From an optimization exercise on the open Yosys and OpenROAD flow, aimed at small area, a short achievable clock period and few clock cycles per item; shortcuts taken in it are not production practice.
RTL that was checked went through simulation tests only; none was proved equivalent to the original.

==> inputs of run E <==
## ft8_textcodec
module ft8_textcodec (
    input  wire        clk,
    input  wire        rst,
    input  wire        start,
    input  wire [1:0]  op,
    input  wire [90:0] din,
    output wire        ready,
    output reg         done,
    output reg         ok,
    output reg         crc_ok,
    output reg  [90:0] dout
);
export LEC_CHECK = 0
export ABC_CLOCK_PERIOD_IN_PS = 13000
export CAP_MARGIN = 20
export CORE_MARGIN = 2
export CORE_UTILIZATION = 55
export SLEW_MARGIN = 20
export SYNTH_HIERARCHICAL = 1
create_clock -name core_clock -period 58.0 [get_ports {clk}]
run.sh (not shown) runs the stock make flow with config.mk's settings and CLKGATE_MAP_FILE= SYNTH_SCRIPT=/design/flow/synth_recipe.tcl, a recipe that flattens the netlist after the stock synthesis.
==> run K (differences from run E) <==
--- a/flow/design.v
+++ b/flow/design.v
@@ -8,11 +8,11 @@
     output reg         done,
     output reg         ok,
     output reg         crc_ok,
     output reg  [90:0] dout
 );
-    localparam integer KS = 12;                
+    localparam integer KS = 9;                
     localparam integer NC = (71 + KS - 1) / KS;  
     localparam integer W  = NC * KS;             
     localparam integer PB = W - NC * KS;         
     localparam [13:0] CRC_POLY  = 14'h2757;
     localparam [70:0] F71_LIMIT = 71'd1283997101947010102272;
==> summary of the runs <==
Against run E, the via count of run K is lower by 15%.
Of run E and run K, run E has the higher clock skew (gap 0.024 ns).
Sequential share of layout area: run K is higher than run E (2.7 points).
In run K the critical path depth is higher than in run E, by 3.
Against run E, the count of clock-buffer cells in the layout of run K is higher by 3.
Between run E and run K, the lower maximum frequency is in run K (gap 0.75%, measured against run K).
In run K the final area is lower than in run E, by 15%.
Of run E and run K, run K has the higher global-route usage (gap 0.47 points).
Testbench counts of run E, summed over its fixed seeds: cycles 13,688, items 3,200.
Testbench counts of run K, summed over its fixed seeds: cycles 18,074, items 3,200.

---

==> v26 <==
Another version of the RTL of ft8_textcodec (not shown whole).
Design ft8_textcodec, start of the top module:
module ft8_textcodec (
    input  wire        clk,
    input  wire        rst,
    input  wire        start,
    input  wire [1:0]  op,
    input  wire [90:0] din,
    output wire        ready,
    output reg         done,
    output reg         ok,
    output reg         crc_ok,
    output reg  [90:0] dout
);
    localparam integer KS = 12;                
    localparam integer NC = (71 + KS - 1) / KS;  
    localparam integer NH = (64 + KS - 1) / KS;  
    localparam integer W  = NC * KS;             
    localparam integer PB = W - NH * KS;         
    localparam [13:0] CRC_POLY  = 14'h2757;
    localparam [70:0] F71_LIMIT = 71'd1283997101947010102272;
    function [13:0] mulx(input [13:0] v);
        mulx = {v[12:0], 1'b0} ^ (v[13] ? CRC_POLY : 14'd0);
    endfunction
    function [13:0] divx(input [13:0] v);
        divx = v[0] ? ({1'b1, 13'd0} | ((v ^ CRC_POLY) >> 1)) : (v >> 1);
    endfunction
    function [13:0] xpow(input integer n);
        integer i;
        begin
            xpow = 14'd1;
            for (i = 0; i < n; i = i + 1) xpow = mulx(xpow);
        end
    endfunction
    localparam [13:0] C_FWD = xpow(25);        
    localparam [13:0] C_REV = xpow(24 + W);    
    reg         busy;
    reg  [1:0]  cur_op;
    reg  [3:0]  cnt;
    reg  [77:0] dg;        
    reg  [W-1:0] b;        
    reg  [13:0] crc;       
    reg  [13:0] rxc;       
    reg         tbad;      
    reg         ovf;       
    reg         valid;     
    reg  [36:0] ms, mc;    
    wire is_pack = (cur_op == 2'd0);
    wire is_unp  = (cur_op == 2'd1);
    wire is_hash = (cur_op == 2'd2);
    wire last = (cur_op == 2'd3) | (is_hash ? (cnt == NH - 1) : (cnt == NC - 1));
    assign ready = ~busy | last;
    wire [77:0] fst [0:KS];
    assign fst[0] = dg;
    genvar s, j;
    generate
        for (s = 0; s < KS; s = s + 1) begin : fstep
            for (j = 0; j < 13; j = j + 1) begin : fdig
                wire ci = (j == 12) ? b[s] : fst[s][6*(11-j)+5];
                ft8_fcell u_cell (
                    .x ({ci, fst[s][6*(12-j) +: 5]}),
  ...
export LEC_CHECK = 0
export ABC_CLOCK_PERIOD_IN_PS = 13000
export CAP_MARGIN = 20
export CORE_MARGIN = 2
export CORE_UTILIZATION = 40
export SLEW_MARGIN = 20
export SYNTH_HIERARCHICAL = 1
create_clock -name core_clock -period 58.0 [get_ports {clk}]
==> v6: changes against v26 <==
--- a/flow/design.v
+++ b/flow/design.v
@@ -6,15 +6,15 @@
     input  wire [90:0] din,
     output wire        ready,
     output reg         done,
     output reg         ok,
     output reg         crc_ok,
     output reg  [90:0] dout
 );
-    localparam integer KS = 12;                
+    localparam integer KS = 9;                
     localparam integer NC = (71 + KS - 1) / KS;  
     localparam integer NH = (64 + KS - 1) / KS;  
     localparam integer W  = NC * KS;             
     localparam integer PB = W - NH * KS;         
     localparam [13:0] CRC_POLY  = 14'h2757;
     localparam [70:0] F71_LIMIT = 71'd1283997101947010102272;
     function [13:0] mulx(input [13:0] v);
==> comparison table <==
First-pass GRT wire length: v26 454 mm; v6 400 mm
Endpoint of the lowest-slack register-to-register path: v26 dout[76]; v6 crc_ok
Mean post-synth cell area: v26 7.38 µm²; v6 7.36 µm²
Number of cells on the critical path: v26 47; v6 6
Share of cell area taken by multi-input logic gates: v26 0.819; v6 0.800
Area used by multi-input combinational logic: v26 81,300 µm²; v6 66,900 µm²
Post-Layout Inst Area: v26 99,300 µm²; v6 83,600 µm²
DR WL/cell: v26 18.3 µm; v6 19.3 µm
Max layer used: v26 met4; v6 met5
Die Outline Area: v26 248,000 µm²; v6 208,000 µm²
Final Net Count: v26 13.0k; v6 10.9k
Floorplan die width: v26 498 µm; v6 456 µm
Result of the run: v26 finished clean; v6 finished clean
Clock-pin slew on the worst setup and hold paths: v26 70 ps; v6 60 ps
Clock-cell share of area: v26 0.0171; v6 0.0194
No functional check of the RTL was part of any run of this note.

---

==> inputs of v27 <==
ft8_textcodec, a different RTL version from the one above (not shown whole).
==> flow/config.mk <==
export PLATFORM = sky130hd
export DESIGN_NAME = ft8_textcodec
export DESIGN_NICKNAME = ft8_textcodec
export VERILOG_FILES = /design/flow/design.v
export SDC_FILE = /design/flow/constraint.sdc
export NUM_CORES = 4
export LEC_CHECK = 0
export ABC_CLOCK_PERIOD_IN_PS = 13000
export CAP_MARGIN = 20
export CORE_MARGIN = 2
export CORE_UTILIZATION = 55
export SLEW_MARGIN = 20
export SYNTH_HIERARCHICAL = 1
==> flow/constraint.sdc <==
create_clock -name core_clock -period 58.0 [get_ports {clk}]
set_input_delay 11.6000 -clock core_clock [delete_from_list [all_inputs] [get_ports {clk}]]
set_output_delay 11.6000 -clock core_clock [all_outputs]
set_load 0.01 [all_outputs]
==> inputs of v33, as changes to v27 <==
--- a/flow/design.v
+++ b/flow/design.v
@@ -8,14 +8,14 @@
     output reg         done,
     output reg         ok,
     output reg         crc_ok,
     output reg  [90:0] dout
 );
     localparam integer KS = 12;                
-    localparam integer NU = 3;                
-    localparam integer NR = 4;                
+    localparam integer NU = 2;                
+    localparam integer NR = 2;                
     localparam integer NC = (71 + KS - 1) / KS;  
     localparam integer W  = NC * KS;             
     localparam [13:0] CRC_POLY  = 14'h2757;
     localparam [70:0] F71_LIMIT = 71'd1283997101947010102272;
     function [13:0] mulx(input [13:0] v);
         mulx = {v[12:0], 1'b0} ^ (v[13] ? CRC_POLY : 14'd0);
@@ -35,13 +35,12 @@
     integer i;
     genvar  e, s, j;
     reg         bv;        
     reg  [1:0]  bop;
     reg  [90:0] bdin;
     reg         rdy;
-    reg  [NC-1:0] dpipe;   
     wire [NU-1:0] ubusy, ulast, ufin, ubusy_n, ulast_n, go_u;
     wire [NR-1:0] rbusy, rlast, rfin, rbusy_n, rlast_n, go_r;
     wire [NU-1:0] ufree = ~ubusy | ulast;      
     wire [NR-1:0] rfree = ~rbusy | rlast;
     wire to_u = (bop == 2'd1);
     generate
@@ -276,21 +275,19 @@
     wire       bv_n  = accept | (bv & ~disp);
     wire [1:0] bop_n = accept ? op : bop;
     wire       rdy_n = ~bv_n | ((bop_n == 2'd1) ? |(~ubusy_n | ulast_n)
                                                 : |(~rbusy_n | rlast_n));
     always @(posedge clk) begin
         if (rst) begin
-            bv    <= 1'b0;
-            rdy   <= 1'b1;
-            dpipe <= {NC{1'b0}};
-            done  <= 1'b0;
+            bv   <= 1'b0;
+            rdy  <= 1'b1;
+            done <= 1'b0;
         end else begin
-            bv    <= bv_n;
-            rdy   <= rdy_n;
-            dpipe <= {dpipe[NC-2:0], disp};
-            done  <= dpipe[NC-1];         
+            bv   <= bv_n;
+            rdy  <= rdy_n;
+            done <= |ufin | |rfin;
         end
         if (accept) begin
             bop  <= op;
             bdin <= din;
         end
         dout   <= ({91{uok}} & text) | rres;
==> notes <==
- In v33 the design area is lower than in v27, by about 40%.
- Against v27, the sequential share of layout area of v33 is higher by 0.45 points.
- In v33 the count of clock-buffer cells in the layout is lower than in v27, by 105.
- Global-route usage: v33 is lower than v27 (0.37 points).
Testbench counts of v27, summed over its fixed seeds: cycles 3,939, items 3,200.
Testbench counts of v33, summed over its fixed seeds: cycles 6,845, items 3,200.

## afterwards: timing with drivers on the ports
The results above use ideal ports. As a check the final layouts listed here were re-extracted and re-timed, cells and wires unchanged.
Step 1 assumes that a clkbuf_16 drives the clock port and a buf_2 every other input.
Step 2, shift: input delay + t, output delay - t, t = (earliest + latest rising clock arrival at the registers) / 2. This alone moves slack from input paths to output paths.
a / b / c = no drivers / after step 1 / after step 2; a / b = the first two.
| run | t, ns | slack for setup (ns) | worst setup path at the end | latest minus earliest clock arrival (ns) | worst data-port slew with drivers (ns) |
|---|---|---|---|---|---|
| run E | 0.766 | 44.838 / 44.748 / 44.306 | input to register | 0.052 / 0.052 | 0.04 |
| run K | 0.739 | 44.739 / 44.786 / 44.049 | input to register | 0.028 / 0.028 | 0.05 |
| v26 | 0.724 | 41.098 / 41.098 / 41.098 | register to register | 0.030 / 0.030 | 0.25 |
| v6 | 0.734 | 43.692 / 43.599 / 43.246 | input to register | 0.065 / 0.065 | 0.22 |
| v27 | 1.055 | 44.537 / 44.416 / 44.209 | input to register | 0.127 / 0.128 | 0.07 |
| v33 | 0.923 | 44.364 / 44.259 / 44.230 | input to register | 0.106 / 0.106 | 0.07 |
After both steps every run listed still meets setup and hold. For run K, which loses most, drivers alone change the setup slack by +0.047 ns; drivers and shift together by -0.690 ns.
